Context: an optimization exercise on an open-source flow, tuned for small area. The choices shown serve that exercise and are no tape-out recipe. In this exercise RTL edits were held to simulation tests only and were not proved equivalent to the original.

==> run Z <==
// axi_rd_tracker
module axi_rd_tracker (
    input  wire        clk,
    input  wire        rst_n,
    input  wire        arvalid,
    output reg         arready,
    input  wire [7:0]  arid,
    input  wire [31:0] araddr,
    input  wire [3:0]  arlen,
    output wire        rvalid,
    input  wire        rready,
    output wire [7:0]  rid,
    output wire [31:0] rdata,
    output wire        rlast,
    output reg         be_req_valid,
    output wire [31:0] be_req_addr,
    output reg  [3:0]  be_req_len,
    input  wire        cpl_valid,
    input  wire [31:0] cpl_addr,
    input  wire [31:0] cpl_data,
    output wire [4:0]  inflight,
    output reg         fault
);
==> flow/config.mk <==
export PLATFORM = sky130hd
export DESIGN_NAME = axi_rd_tracker
export DESIGN_NICKNAME = axi_rd_tracker
export VERILOG_FILES = /design/flow/design.v
export SDC_FILE = /design/flow/constraint.sdc
export NUM_CORES = 4
export LEC_CHECK = 0
export ABC_AREA = 1
export CAP_MARGIN = 20
export CORE_MARGIN = 2
export CORE_UTILIZATION = 40
export PLACE_DENSITY = 0.6
export SLEW_MARGIN = 20
==> flow/constraint.sdc <==
create_clock -name core_clock -period 12.0 [get_ports {clk}]
set_input_delay 2.4000 -clock core_clock [delete_from_list [all_inputs] [get_ports {clk}]]
set_output_delay 2.4000 -clock core_clock [all_outputs]
set_load 0.01 [all_outputs]
standard.sh (not shown) runs the stock make flow with config.mk's settings and CLKGATE_MAP_FILE= SYNTH_SCRIPT=/design/flow/synth_recipe.tcl, a recipe that flattens the netlist after the stock synthesis.
==> flow/flow/run.sh <==
#!/bin/bash
set -euo pipefail
export BUFFER_PORTS_ARGS="-buffer_cell sky130_fd_sc_hd__buf_1"
export CTS_ARGS="-sink_clustering_enable -repair_clock_nets -sink_clustering_size 25 -sink_clustering_max_diameter 100 -buf_list sky130_fd_sc_hd__clkbuf_16 -dont_use_dummy_load"
export RECOVER_POWER=100
bash standard.sh > make.log 2>&1
==> run D (differences from run Z) <==
==> flow/run.sh (new file) <==
#!/bin/bash
# synth_recipe.tcl (not shown) runs the flow's synth.tcl, then flattens the netlist and writes it again
# the make line also repeats each setting of config.mk as NAME=value (left out here)
make -C /OpenROAD-flow-scripts/flow DESIGN_CONFIG=/design/flow/config.mk WORK_HOME=/design/flow/orfs CLKGATE_MAP_FILE= SYNTH_SCRIPT=/design/flow/synth_recipe.tcl finish
--- a/flow/config.mk
+++ b/flow/config.mk
@@ -7,7 +7,10 @@
 export LEC_CHECK = 0
 export ABC_AREA = 1
 export CAP_MARGIN = 20
 export CORE_MARGIN = 2
 export CORE_UTILIZATION = 40
+export CTS_BUF_LIST = sky130_fd_sc_hd__clkbuf_16
+export CTS_CLUSTER_DIAMETER = 100
+export CTS_CLUSTER_SIZE = 22
 export PLACE_DENSITY = 0.6
 export SLEW_MARGIN = 20
removed: flow/flow/run.sh
removed: flow/standard.sh
==> run F (differences from run Z) <==
--- a/flow/design.v
+++ b/flow/design.v
@@ -40,11 +40,12 @@
     reg          gap_front;          
     reg [7:0]    idf [0:NI-1];
     reg [4:0]    iw, ir;
     reg [1:0]    lq1, lq0, ro;
     reg          pv;
-    reg [NU-1:0] psel;
+    reg [NU-1:0] pcand;              
+    reg [NU-1:0] psel;               
     reg [3:0]    plo;
     reg [31:0]   pdata;
     reg [29:0]   be_addr_q;
     function [5:0] inc_s(input [5:0] p);
         inc_s = (p == NS - 1) ? 6'd0 : p + 6'd1;
@@ -58,10 +59,22 @@
     assign rid         = ro[1] ? idf[ir] : 8'd0;
     assign rdata       = ro[1] ? dbuf[op] : (ro[0] ? 32'h55555555 : 32'hAAAAAAAA);
     assign inflight    = t_count;
     assign be_req_addr = {be_addr_q, 2'b00};
     wire ar_hs = arvalid & arready & ~fault;
+    reg [NU-1:0] c_hi;
+    reg          any_hi, seen;
+    always @(*) begin
+        for (u = 0; u < NU; u = u + 1)
+            c_hi[u] = pcand[u] & (u >= uh);
+        any_hi = |c_hi;
+        seen   = 1'b0;
+        for (u = 0; u < NU; u = u + 1) begin
+            psel[u] = (any_hi ? c_hi[u] : pcand[u]) & ~seen;
+            seen    = seen | (any_hi ? c_hi[u] : pcand[u]);
+        end
+    end
     reg [5:0] p_base;
     reg [3:0] p_lo0;
     always @(*) begin
         p_base = 6'd0;
         p_lo0  = 4'd0;
@@ -87,32 +100,22 @@
     wire deliver = advance & ro[1];
     wire [25:0] a_hi  = cpl_addr[31:6];
     wire [25:0] a_hm1 = cpl_addr[31:6] - 26'd1;
     wire [3:0]  a_lo  = cpl_addr[5:2];
     wire        a_ok  = cpl_valid & (cpl_addr[1:0] == 2'b00);
+    wire         p_same = pv & (plo == a_lo);    
     reg [15:0]   lo_dec;
     reg [NU-1:0] e0, e1, bw, cand;
     always @(*) begin
         for (u = 0; u < 16; u = u + 1)
-            lo_dec[u] = (a_lo == u);
+            lo_dec[u] = (plo == u);
         for (u = 0; u < NU; u = u + 1) begin
             e0[u]   = (u_hi[u] == a_hi);
             e1[u]   = (u_hi[u] == a_hm1);
             bw[u]   = (a_lo < u_lo[u]);
-            cand[u] = a_ok & u_mask[u][a_lo] & ((e0[u] & ~bw[u]) | (e1[u] & bw[u]));
-        end
-    end
-    reg [NU-1:0] c_hi, sel;
-    reg          any_hi, seen;
-    always @(*) begin
-        for (u = 0; u < NU; u = u + 1)
-            c_hi[u] = cand[u] & (u >= uh);
-        any_hi = |c_hi;
-        seen   = 1'b0;
-        for (u = 0; u < NU; u = u + 1) begin
-            sel[u] = (any_hi ? c_hi[u] : cand[u]) & ~seen;
-            seen   = seen | (any_hi ? c_hi[u] : cand[u]);
+            cand[u] = a_ok & u_mask[u][a_lo] & ~(p_same & psel[u]) &
+                      ((e0[u] & ~bw[u]) | (e1[u] & bw[u]));
         end
     end
     wire found    = |cand;
     wire cpl_fill = ~fault & found;
     wire cpl_bad  = ~fault & cpl_valid & ~found;
@@ -138,11 +141,11 @@
     end
     wire [4:0] count_next = t_count + (ar_hs ? {1'b0, arlen} + 5'd1 : 5'd0) - {4'd0, drain};
     always @(posedge clk) begin
         be_addr_q  <= araddr[31:2];
         be_req_len <= arlen;
-        psel       <= sel;
+        pcand      <= cand;
         plo        <= a_lo;
         pdata      <= cpl_data;
     end
     always @(posedge clk)
         for (i = 0; i < NS; i = i + 1)
@@ -160,11 +163,11 @@
             idf[iw] <= arid;
     always @(posedge clk)
         for (i = 0; i < NU; i = i + 1)
             for (b = 0; b < 16; b = b + 1)
                 u_mask[i][b] <= (m_load[i] & m_val[b]) |
-                                (u_mask[i][b] & ~m_load[i] & ~(cpl_fill & sel[i] & lo_dec[b]));
+                                (u_mask[i][b] & ~m_load[i] & ~(pv & psel[i] & lo_dec[b]));
     always @(posedge clk) begin
         if (!rst_n) begin
             s_fill       <= {NS{1'b0}};
             s_last       <= {NS{1'b0}};
             uh           <= 4'd0;
==> flow/flow/run.sh (replaced) <==
#!/bin/bash
set -euo pipefail
export BUFFER_PORTS_ARGS="-buffer_cell sky130_fd_sc_hd__buf_1"
export CTS_ARGS="-sink_clustering_enable -repair_clock_nets -sink_clustering_size 26 -sink_clustering_max_diameter 100 -buf_list sky130_fd_sc_hd__clkbuf_16 -dont_use_dummy_load"
bash standard.sh > make.log 2>&1
==> flow/config.mk (replaced) <==
export PLATFORM = sky130hd
export DESIGN_NAME = axi_rd_tracker
export DESIGN_NICKNAME = axi_rd_tracker
export VERILOG_FILES = /design/flow/design.v
export SDC_FILE = /design/flow/constraint.sdc
export NUM_CORES = 4
export LEC_CHECK = 0
export CAP_MARGIN = 20
export CORE_MARGIN = 2
export CORE_UTILIZATION = 50
export PLACE_DENSITY = 0.65
export SLEW_MARGIN = 20
==> results.cfg <==
[finish]
final_common_cell = nand2_1
clock_area_share_pct = 2.952

[outcome]
so_faults = max-capacitance violations, max-slew violations
status = complete, but fails checks

[cts]
cts.path.max_buffers = 4

[power_and_ir_drop]
combPwrFrac_pct = 12.1
switching_share_pct = 26.48
ir_worst_vdd_mv = 0.1273

[sta]
drv_slew = 3955

[worst_setup_path]
path_buf_inv = 5
reg2reg_to = dbuf[27][25]

[grt]
antenna_found_initial = 28

[flow_run]
cap_violations = 121
# the run above: run Z

==> results.cfg <==
[worst_setup_path]
reg2reg_to = t_count[4]
path_buf_inv = 7

[finish]
regMostFlops = dbuf
final_common_cell = nand2_1

[sta]
drv_slew = 0

[power_and_ir_drop]
combPwrFrac_pct = 12.1
switching_share_pct = 26.75
ir_worst_vdd_mv = 0.1528

[outcome]
status = finished clean

[flow_run]
cap_violations = 0

[cts]
cts.path.max_buffers = 4
# the run above: run D

==> results.cfg <==
[power_and_ir_drop]
ir_worst_vdd_mv = 0.1713
switching_share_pct = 23.77
top_power_group = sequential cells
combPwrFrac_pct = 8.0

[finish]
final_common_cell = edfxtp_1
clock_area_share_pct = 2.494

[cts]
cts.path.max_buffers = 3
htreeDepth = 3

[worst_setup_path]
reg2reg_to = arready
path_buf_inv = 10

[outcome]
status = finished clean

[grt]
antenna_found_initial = 4

[sta]
drv_slew = 0
# the run above: run F

-- what the ideal ports hide --
No port has a modelled driver above. Below, the same layouts with a new extraction and two added sets of constraints. Step 1, drivers: a clkbuf_16 drives clk and a buf_2 each remaining input, both assumed. Step 2 also shifts input and output timing later by t, the mid clock arrival at the registers, as if the neighbouring blocks saw the same clock. a / b / c = no drivers / after step 1 / after step 2; a / b = the first two.
| run | shift t [ns] | setup WS [ns] | worst setup path after step 2 | latest minus earliest clock arrival (ns) | worst data-port slew with drivers (ns) |
|---|---|---|---|---|---|
| run Z | 0.951 | 1.447 / 1.340 / 0.681 | input to register | 0.096 / 0.097 | 0.06 |
| run D | 0.950 | 2.825 / 2.825 / 1.996 | input to register | 0.111 / 0.111 | 0.04 |
| run F | 0.913 | 0.876 / 0.876 / 0.876 | register to register | 0.170 / 0.170 | 0.06 |
The setup slack of run D, which loses most, moves by 0.000 ns with the drivers and by -0.829 ns with both steps.
